Source: an optimization exercise on an open RTL-to-GDS flow (aim: small area). Production flows keep margins and buffers that such runs may drop. For this run, only the layout was checked, not whether the RTL still works. No activity file was given, so power comes from the tool's default toggle rates.

===== flow/config.mk =====
export PLATFORM = sky130hd
export DESIGN_NAME = emsg_rx
export DESIGN_NICKNAME = emsg_rx
export VERILOG_FILES = /design/flow/design.v
export SDC_FILE = /design/flow/constraint.sdc
export NUM_CORES = 4
export LEC_CHECK = 0
export CAP_MARGIN = 20
export CORE_MARGIN = 2
export CORE_UTILIZATION = 40
export SLEW_MARGIN = 20

===== flow/constraint.sdc =====
create_clock -name core_clock -period 10.0 [get_ports {clk}]
set_input_delay 2.0000 -clock core_clock [delete_from_list [all_inputs] [get_ports {clk}]]
set_output_delay 2.0000 -clock core_clock [all_outputs]
set_load 0.01 [all_outputs]

===== flow/design.v =====
module emsg_crc8 (
    input  wire [31:0] crc_in,
    input  wire [7:0]  d,
    output reg  [31:0] crc_out
);
    integer i;
    reg [31:0] c;
    always @* begin
        c = crc_in ^ {24'd0, d};
        for (i = 0; i < 8; i = i + 1)
            c = c[0] ? ((c >> 1) ^ 32'hEDB88320) : (c >> 1);
        crc_out = c;
    end
endmodule
module emsg_rx (
    input  wire        clk,
    input  wire        rst,         
    input  wire        rx_valid,    
    input  wire [7:0]  rx_data,
    input  wire        rx_error,    
    input  wire        csr_req,
    input  wire        csr_we,
    input  wire [11:0] csr_addr,
    input  wire [31:0] csr_wdata,
    output reg  [31:0] csr_rdata,
    output wire        msg_avail
);
    localparam integer M  = 32;
    localparam integer QD = 8;
    localparam [2:0] S_PRE     = 3'd0;
    localparam [2:0] S_ADDR    = 3'd1;
    localparam [2:0] S_SIZE    = 3'd2;
    localparam [2:0] S_PAYLOAD = 3'd3;
    localparam [2:0] S_CKSUM   = 3'd4;
    localparam [31:0] PARAMS = 32'h0044_0820;    
    reg  [2:0]     pstate;
    reg  [7:0]     pcount;
    reg  [7:0]     rx_dst;
    reg  [7:0]     rx_src;
    reg  [7:0]     rx_len;
    reg  [8*M-1:0] rx_buf;
    reg  [31:0]    rx_ck;
    reg  [31:0]    crc;           
    reg  [31:0]    preamble;
    reg  [31:0]    timeout;
    reg  [31:0]    idle_cnt;
    reg  [31:0]    cnt_ok;
    reg  [31:0]    cnt_crcerr;
    reg  [31:0]    cnt_qdrop;
    reg  [31:0]    cnt_lenclamp;
    reg  [31:0]    cnt_timeout;
    reg  [7:0]     q_src  [0:QD-1];
    reg  [7:0]     q_size [0:QD-1];
    reg  [8*M-1:0] q_data [0:QD-1];
    reg  [2:0]     q_head;
    reg  [3:0]     q_len;
    wire q_avail = (q_len != 4'd0);
    wire q_full  = (q_len == QD);
    assign msg_avail = q_avail;
    wire [9:0] csr_word = csr_addr[11:2];
    wire       csr_rd   = csr_req & ~csr_we;
    wire       csr_wr   = csr_req &  csr_we;
    wire wr_preamble = csr_wr && (csr_word == 10'h000);
    wire wr_ctrl     = csr_wr && (csr_word == 10'h001);
    wire wr_timeout  = csr_wr && (csr_word == 10'h009);
    wire cmd_pop    = wr_ctrl & csr_wdata[0];
    wire cmd_clear  = wr_ctrl & csr_wdata[1];
    wire cmd_resync = wr_ctrl & csr_wdata[2];
    wire cmd_cntclr = wr_ctrl & csr_wdata[3];
    wire [8*M-1:0] head_data = q_data[q_head];
    wire [7:0]     head_size = q_size[q_head];
    wire [7:0]     head_src  = q_src[q_head];
    reg [31:0] head_word;
    reg [7:0]  lane_idx;
    integer    j;
    always @* begin
        head_word = 32'd0;
        for (j = 0; j < 4; j = j + 1) begin
            lane_idx = {csr_addr[7:2], j[1:0]};
            if (q_avail && (lane_idx < head_size) && (lane_idx < M))
                head_word[8*j +: 8] = head_data[8*lane_idx[4:0] +: 8];
        end
    end
    wire [31:0] status_word = {8'd0, 4'd0, q_len, pcount, 3'd0, pstate, q_full, q_avail};
    wire [31:0] head_info   = q_avail ? {16'd0, head_size, head_src} : 32'd0;
    always @* begin
        csr_rdata = 32'd0;
        if (csr_rd && !rst) begin
            if (csr_addr[11:8] == 4'h1) begin
                csr_rdata = head_word;                   
            end else begin
                case (csr_word)
                    10'h000: csr_rdata = preamble;
                    10'h001: csr_rdata = 32'd0;          
                    10'h002: csr_rdata = status_word;
                    10'h003: csr_rdata = head_info;
                    10'h004: csr_rdata = cnt_ok;
                    10'h005: csr_rdata = cnt_crcerr;
                    10'h006: csr_rdata = cnt_qdrop;
                    10'h007: csr_rdata = cnt_lenclamp;
                    10'h008: csr_rdata = cnt_timeout;
                    10'h009: csr_rdata = timeout;
                    10'h00A: csr_rdata = PARAMS;
                    default: csr_rdata = 32'd0;          
                endcase
            end
        end
    end
    wire [31:0] pre_w     = wr_preamble ? csr_wdata : preamble;
    wire [31:0] timeout_w = wr_timeout  ? csr_wdata : timeout;
    wire [31:0] idle_w    = (wr_timeout || cmd_resync) ? 32'd0 : idle_cnt;
    wire        do_pop    = cmd_pop && q_avail;
    wire [2:0]  q_head_w  = do_pop ? q_head + 3'd1 : q_head;
    wire [3:0]  q_len_w   = cmd_clear ? 4'd0 : (do_pop ? q_len - 4'd1 : q_len);
    wire [2:0]  pstate_w  = cmd_resync ? S_PRE : pstate;
    wire [7:0]  pcount_w  = cmd_resync ? 8'd0  : pcount;
    wire [31:0] cnt_ok_w       = cmd_cntclr ? 32'd0 : cnt_ok;
    wire [31:0] cnt_crcerr_w   = cmd_cntclr ? 32'd0 : cnt_crcerr;
    wire [31:0] cnt_qdrop_w    = cmd_cntclr ? 32'd0 : cnt_qdrop;
    wire [31:0] cnt_lenclamp_w = cmd_cntclr ? 32'd0 : cnt_lenclamp;
    wire [31:0] cnt_timeout_w  = cmd_cntclr ? 32'd0 : cnt_timeout;
    wire [7:0]  len_clamped = (rx_data > M) ? M[7:0] : rx_data;
    wire [7:0]  crc_byte    = (pstate_w == S_SIZE) ? len_clamped : rx_data;
    wire [31:0] crc_next;
    emsg_crc8 u_crc (
        .crc_in  (crc),
        .d       (crc_byte),
        .crc_out (crc_next)
    );
    wire [1:0]  pre_idx     = (pstate_w == S_PRE) ? pcount_w[1:0] : 2'd0;
    wire [7:0]  pre_byte    = pre_w[8*pre_idx +: 8];
    wire [31:0] rx_ck_full  = {rx_data, rx_ck[23:0]};
    wire        ck_match    = (rx_ck_full == ~crc);
    wire [2:0]  q_tail      = q_head_w + q_len_w[2:0];
    wire        idle_parser = (pstate_w == S_PRE) && (pcount_w == 8'd0);
    always @(posedge clk) begin
        if (rst) begin
            pstate       <= S_PRE;
            pcount       <= 8'd0;
            rx_dst       <= 8'd0;
            rx_src       <= 8'd0;
            rx_len       <= 8'd0;
            rx_buf       <= {8*M{1'b0}};
            rx_ck        <= 32'd0;
            crc          <= 32'd0;
            preamble     <= 32'hDDCC_BBAA;
            timeout      <= 32'd0;
            idle_cnt     <= 32'd0;
            cnt_ok       <= 32'd0;
            cnt_crcerr   <= 32'd0;
            cnt_qdrop    <= 32'd0;
            cnt_lenclamp <= 32'd0;
            cnt_timeout  <= 32'd0;
            q_head       <= 3'd0;
            q_len        <= 4'd0;
        end else begin
            preamble     <= pre_w;
            timeout      <= timeout_w;
            idle_cnt     <= idle_w;
            q_head       <= q_head_w;
            q_len        <= q_len_w;
            pstate       <= pstate_w;
            pcount       <= pcount_w;
            cnt_ok       <= cnt_ok_w;
            cnt_crcerr   <= cnt_crcerr_w;
            cnt_qdrop    <= cnt_qdrop_w;
            cnt_lenclamp <= cnt_lenclamp_w;
            cnt_timeout  <= cnt_timeout_w;
            if (rx_valid) begin
                idle_cnt <= 32'd0;
                case (pstate_w)
                    S_ADDR: begin
                        crc <= crc_next;
                        if (pcount_w == 8'd0) begin
                            rx_dst <= rx_data;
                            pcount <= 8'd1;
                        end else begin
                            rx_src <= rx_data;
                            pstate <= S_SIZE;
                            pcount <= 8'd0;
                        end
                    end
                    S_SIZE: begin
                        crc    <= crc_next;
                        rx_len <= len_clamped;
                        pcount <= 8'd0;
                        if (rx_data > M)
                            cnt_lenclamp <= cnt_lenclamp_w + 32'd1;
                        pstate <= (len_clamped == 8'd0) ? S_CKSUM : S_PAYLOAD;
                    end
                    S_PAYLOAD: begin
                        crc <= crc_next;
                        rx_buf[8*pcount_w[4:0] +: 8] <= rx_data;
                        if (pcount_w + 8'd1 == rx_len) begin
                            pstate <= S_CKSUM;
                            pcount <= 8'd0;
                        end else begin
                            pcount <= pcount_w + 8'd1;
                        end
                    end
                    S_CKSUM: begin
                        rx_ck[8*pcount_w[1:0] +: 8] <= rx_data;
                        if (pcount_w != 8'd3) begin
                            pcount <= pcount_w + 8'd1;
                        end else begin
                            pstate <= S_PRE;
                            pcount <= 8'd0;
                            if (ck_match) begin
                                if (q_len_w != QD) begin
                                    q_src[q_tail]  <= rx_src;
                                    q_size[q_tail] <= rx_len;
                                    q_data[q_tail] <= rx_buf;
                                    q_len          <= q_len_w + 4'd1;
                                    cnt_ok         <= cnt_ok_w + 32'd1;
                                end else begin
                                    cnt_qdrop      <= cnt_qdrop_w + 32'd1;
                                end
                            end else begin
                                cnt_crcerr <= cnt_crcerr_w + 32'd1;
                            end
                        end
                    end
                    default: begin
                        pstate <= S_PRE;
                        if (rx_data == pre_byte) begin
                            if (pre_idx == 2'd3) begin
                                pstate <= S_ADDR;
                                pcount <= 8'd0;
                                crc    <= 32'hFFFF_FFFF;
                            end else begin
                                pcount <= {6'd0, pre_idx} + 8'd1;
                            end
                        end else begin
                            pcount <= 8'd0;
                        end
                    end
                endcase
            end else begin
                if (timeout_w == 32'd0 || idle_parser) begin
                    idle_cnt <= 32'd0;
                end else if ({1'b0, idle_w} + 33'd1 >= {1'b0, timeout_w}) begin
                    pstate      <= S_PRE;
                    pcount      <= 8'd0;
                    idle_cnt    <= 32'd0;
                    cnt_timeout <= cnt_timeout_w + 32'd1;
                end else begin
                    idle_cnt <= idle_w + 32'd1;
                end
            end
        end
    end
endmodule

===== flow/run.sh =====
#!/bin/bash
# synth_recipe.tcl (not shown) runs the flow's synth.tcl, then flattens the netlist and writes it again
# the make line also repeats each setting of config.mk as NAME=value (left out here)
make -C /OpenROAD-flow-scripts/flow DESIGN_CONFIG=/design/flow/config.mk WORK_HOME=/design/flow/orfs CLKGATE_MAP_FILE= SYNTH_SCRIPT=/design/flow/synth_recipe.tcl finish

==> run notes <==
-- Yosys cell counts, drive strengths merged, types with 4 or more instances --
cell     number  share of area
mux2         57         0.0057
a222oi       21         0.0019
mux4        544           0.11
nor3         79         0.0037
a21o         11        0.00074
mux2i       332          0.030
a22oi       145         0.0097
xnor2       176          0.014
o21ai        84         0.0038
and3         61         0.0034
a31oi        63         0.0036
dfxtp       602           0.11
a2111oi      30         0.0024
nand3       118         0.0053
nor2b        45         0.0025
xor2         87         0.0068
or2          14        0.00078
nor3b         5        0.00034
o22ai        36         0.0020
and2         32         0.0018
a211o         4        0.00031
o2111ai       8        0.00063
or3          39         0.0022
nand2b       10        0.00056
or4          25         0.0017
o21a          8        0.00054
a21oi        86         0.0039
nor4         43         0.0028
clkbuf      323          0.011
o31ai        22         0.0015
a311oi        9        0.00071
nand2       255         0.0086
inv          83         0.0028
nor2        612          0.021
and4         15         0.0012
a22o         27         0.0021
nand4b        4        0.00031
nand4        61         0.0035
a32oi       193          0.015
buf         103         0.0042
ha           61         0.0068
o211ai        5        0.00034
edfxtp     2176           0.58
a211oi       30         0.0020
a221oi       32         0.0025
-- per-layer routing --
| metal | global-route usage | up-vias | share of wire |
|---|---|---|---|
| met3 | 0.0362 | 568 | 0.076 |
| met5 | 0 | - | 0.00010 |
| met2 | 0.344 | 2726 | 0.48 |
| met1 | 0.285 | 33600 | 0.41 |
| li1 | - | 27300 | - |
| met4 | 0.0709 | 4 | 0.035 |
-- tightest hold or removal path: cells and delay by family, from the launching register on --
family | cells | cell delay [ps]
AO/OA/AOI/OAI | 2 | 120
flip-flops | 1 | 320
-- how the worst max path moves through the flow --
stage,start,endpoint
3_5_place_dp,csr_addr[3],csr_rdata[26]
2_1_floorplan,csr_addr[2],q_data[3][0]
3_3_place_gp,csr_addr[2],csr_rdata[26]
6_report,csr_addr[2],csr_rdata[26]
5_1_grt,csr_addr[2],csr_rdata[26]
4_1_cts,csr_addr[2],csr_rdata[26]
-- where the power goes --
part           switching (mW)  internal (mW)
logic                   0.308         0.0959
clock network            4.36           6.30
registers            0.000258           12.3
total                    4.67           18.7
-- logic make-up (layout without fill, tap and decap cells) --
group	Yosys count	after routing	share of synthesized area
buffers and inverters	509	852	0.0179
DFF	2778	2778	0.693
muxes	933	933	0.145
xor gates and xnor gates	265	265	0.0214
AOI/OAI and AO/OA	837	837	0.0557
adders and majority gates	62	62	0.00701
and+or+nand+nor	1426	1426	0.0602
other	0	2	0
-- registers in the layout, summed over array words and instances, names as in the netlist, 64 cells and up --
signal and flops:
q_src 64, rx_buf 256, q_data 2048, q_size 64
-- per-stage QoR --
stage | setup WS (ps) | cell area (um2) | power [mW] | TNS [ps]
floorplan | -1900 | 112000 | 12.7 | -3671550
global placement | 1300 | 117000 | 12.9 | 0
finish | 1200 | 127000 | 23.3 | 0
detailed placement | 1170 | 117000 | 12.9 | 0
CTS | 1180 | 127000 | 23.5 | 0
global route | 1140 | 127000 | 23.9 | 0
-- cell type report --
cell class,instances,share of cell area
Tap cell,3724,0.0367
Sequential cell,2778,0.610
Clock inverter,111,0.00818
Clock buffer,410,0.0657
Multi-Input combinational cell,3523,0.258
Inverter,83,0.00254
Timing Repair Buffer,248,0.0188
Antenna cell,2,0.0000395
==> run_results.csv <==
group,metric,value,unit
outcome,status,"complete, no violations",
floorplan,dieArea,284000,um2
global_route,grt_pass1_vias,64100,
finish,fill_cells,24000,
critical_path,crit_family,"buffers and inverters",
critical_path,worstPathBufferInverterCount,4,
power,power.density,184,nW/um2
synth,synth-edff-count,2176,
synth,syn_inst,6810,
job,maxCapViolCount,0,
floorplan,fp-row-count,194,
sta,hold_viol,0,
clocking,cts_tree,"built",
worst_hold_path,min_to,"cnt_timeout[31]",
critical_path,start_kind,"primary input",
critical_path,criticalPathCategory,"in2out",
critical_path,reg2reg_slack,4260,ps
clocking,cts.hold.buffers_added,0,
place,dp_hpwl,170000,um
sta,fin_skew,43.9,ps
place,dpl.cell_count,10400,
finish,finalCoreUtilization,0.455,
routing,drc,0,
critical_path,reg2reg_from,"q_len[0]",
synth,ys.warnings.count,2,
sta,tightest_slew,1190,ps
synth,synth_cell_types,79,
sta,finalCritPeriodShare,0.880,
critical_path,r2r_end,"q_data[2][145]",
routing,vias,64300,
synth,avgSynthCellArea,16.4,um2
sta,setup_viol,0,
synth,synth_area,112000,um2
finish,final_common_cell,"edfxtp_1",
clocking,clk_pin_slew,60,ps
global_route,grt_use_total,0.211,
finish,area_growth,13.5,%
sta,relSlewSlack,0.203,
critical_path,rr_worst_depth,16,
clocking,htree_num_levels,5,
critical_path,worstPathMaxFanout,12,
clocking,clock_path_buffers,4,
clocking,cts_inserted_buffers,297,
critical_path,cpMaxStageDelayCell,"clkdlybuf4s50_1",
synth,synth-main-ff-cell,"edfxtp_1",
finish,seq_area,77400,um2
critical_path,cp_cell_sequence,"clkdlybuf4s50_1 > inv_1 > nand2_2 > buf_4 > o22ai_1 > a2111oi_0 > a31oi_1 > or2_2 > a31oi_1 > clkdlybuf4s50_1",
critical_path,cp.arrival,6800,ps
place,gp_congestion,0.945,
power,vdd.ir_drop.worst,0.198,mV
worst_hold_path,worstHoldPathType,"reg2reg",
sta,drv_slew,0,
sta,rsz0062_at_grt,"false",
floorplan,core-area,279000,um2
routing,firstDrtPassIters,10,
global_route,grt_start_max_net_pins,149,
sta,period_needed,8800,ps
global_route,grt_pass1_wl,443000,um
clocking,post_cts_buffers,0,
place,io_buffers,87,
global_route,grt_overflow,0,
floorplan,initial_core_util,0.401,
synth,ys_seq_area_frac,0.693,
floorplan,die_y,532,um
sta,whs,486,ps
synth,synthesis.nets,6930,
critical_path,cp_slowest_stage_delay,940,ps
routing,final_antenna_net_count,0,
floorplan,die_w,532,um
synth,synth-async-reset-ratio,0,
clocking,cts-root-buf,"clkbuf_16",
critical_path,end_kind,"output port",
finish,final_cells,10900,
global_route,antenna_found_initial,10,
clocking,clock_sinks,2778,
critical_path,cp.depth,10,
worst_hold_path,min_from,"cnt_timeout[31]",
finish,final_nets,7051,
clocking,clock_latency,930,ps
routing,via_per_inst,5.91,
floorplan,num_io_pins,91,
routing,drt_iter0_drc,7378,
power,leakagePower,42.3,nW
critical_path,crit_required,8000,ps
finish,layout-drive-gt1-share,0.179,
worst_hold_path,min_path_cells,2,
finish,multi_input_area,32700,um2
sta,fmax,114,MHz
routing,wl_per_cell,28.1,um
synth,ys_ff_latch,2778,
finish,final_cell_mix,"2176 x edfxtp_1, 599 x dfxtp_1, 594 x nor2_1",
routing,routed_wl,306000,um
clocking,cts-resized-gates,0,

## what the ideal ports hide
In the flow no input, the clock included, has a driving cell. The finished layout below was timed again as built, in two steps. Step 1 assumes that a clkbuf_16 drives the clock port and a buf_2 every other input. Step 2 moves the port delays by t, midway between the first and last clock arrival at a register: inputs arrive t later, outputs are due t later. That takes back most of the time a late clock gives input paths. a / b / c = no drivers / after step 1 / after step 2; a / b = the first two.
t (ns): 1.016
setup WS [ns]: 1.197 / 1.170 / 1.170
worst hold slack (ns): 0.486 / 0.486 / 0.486
clock arrival spread, ns: 0.045 / 0.045
cell pins on the clock port's net: 1
After both steps this run still meets setup and hold. The setup slack of this run moves by -0.027 ns with the drivers and by -0.027 ns with both steps.
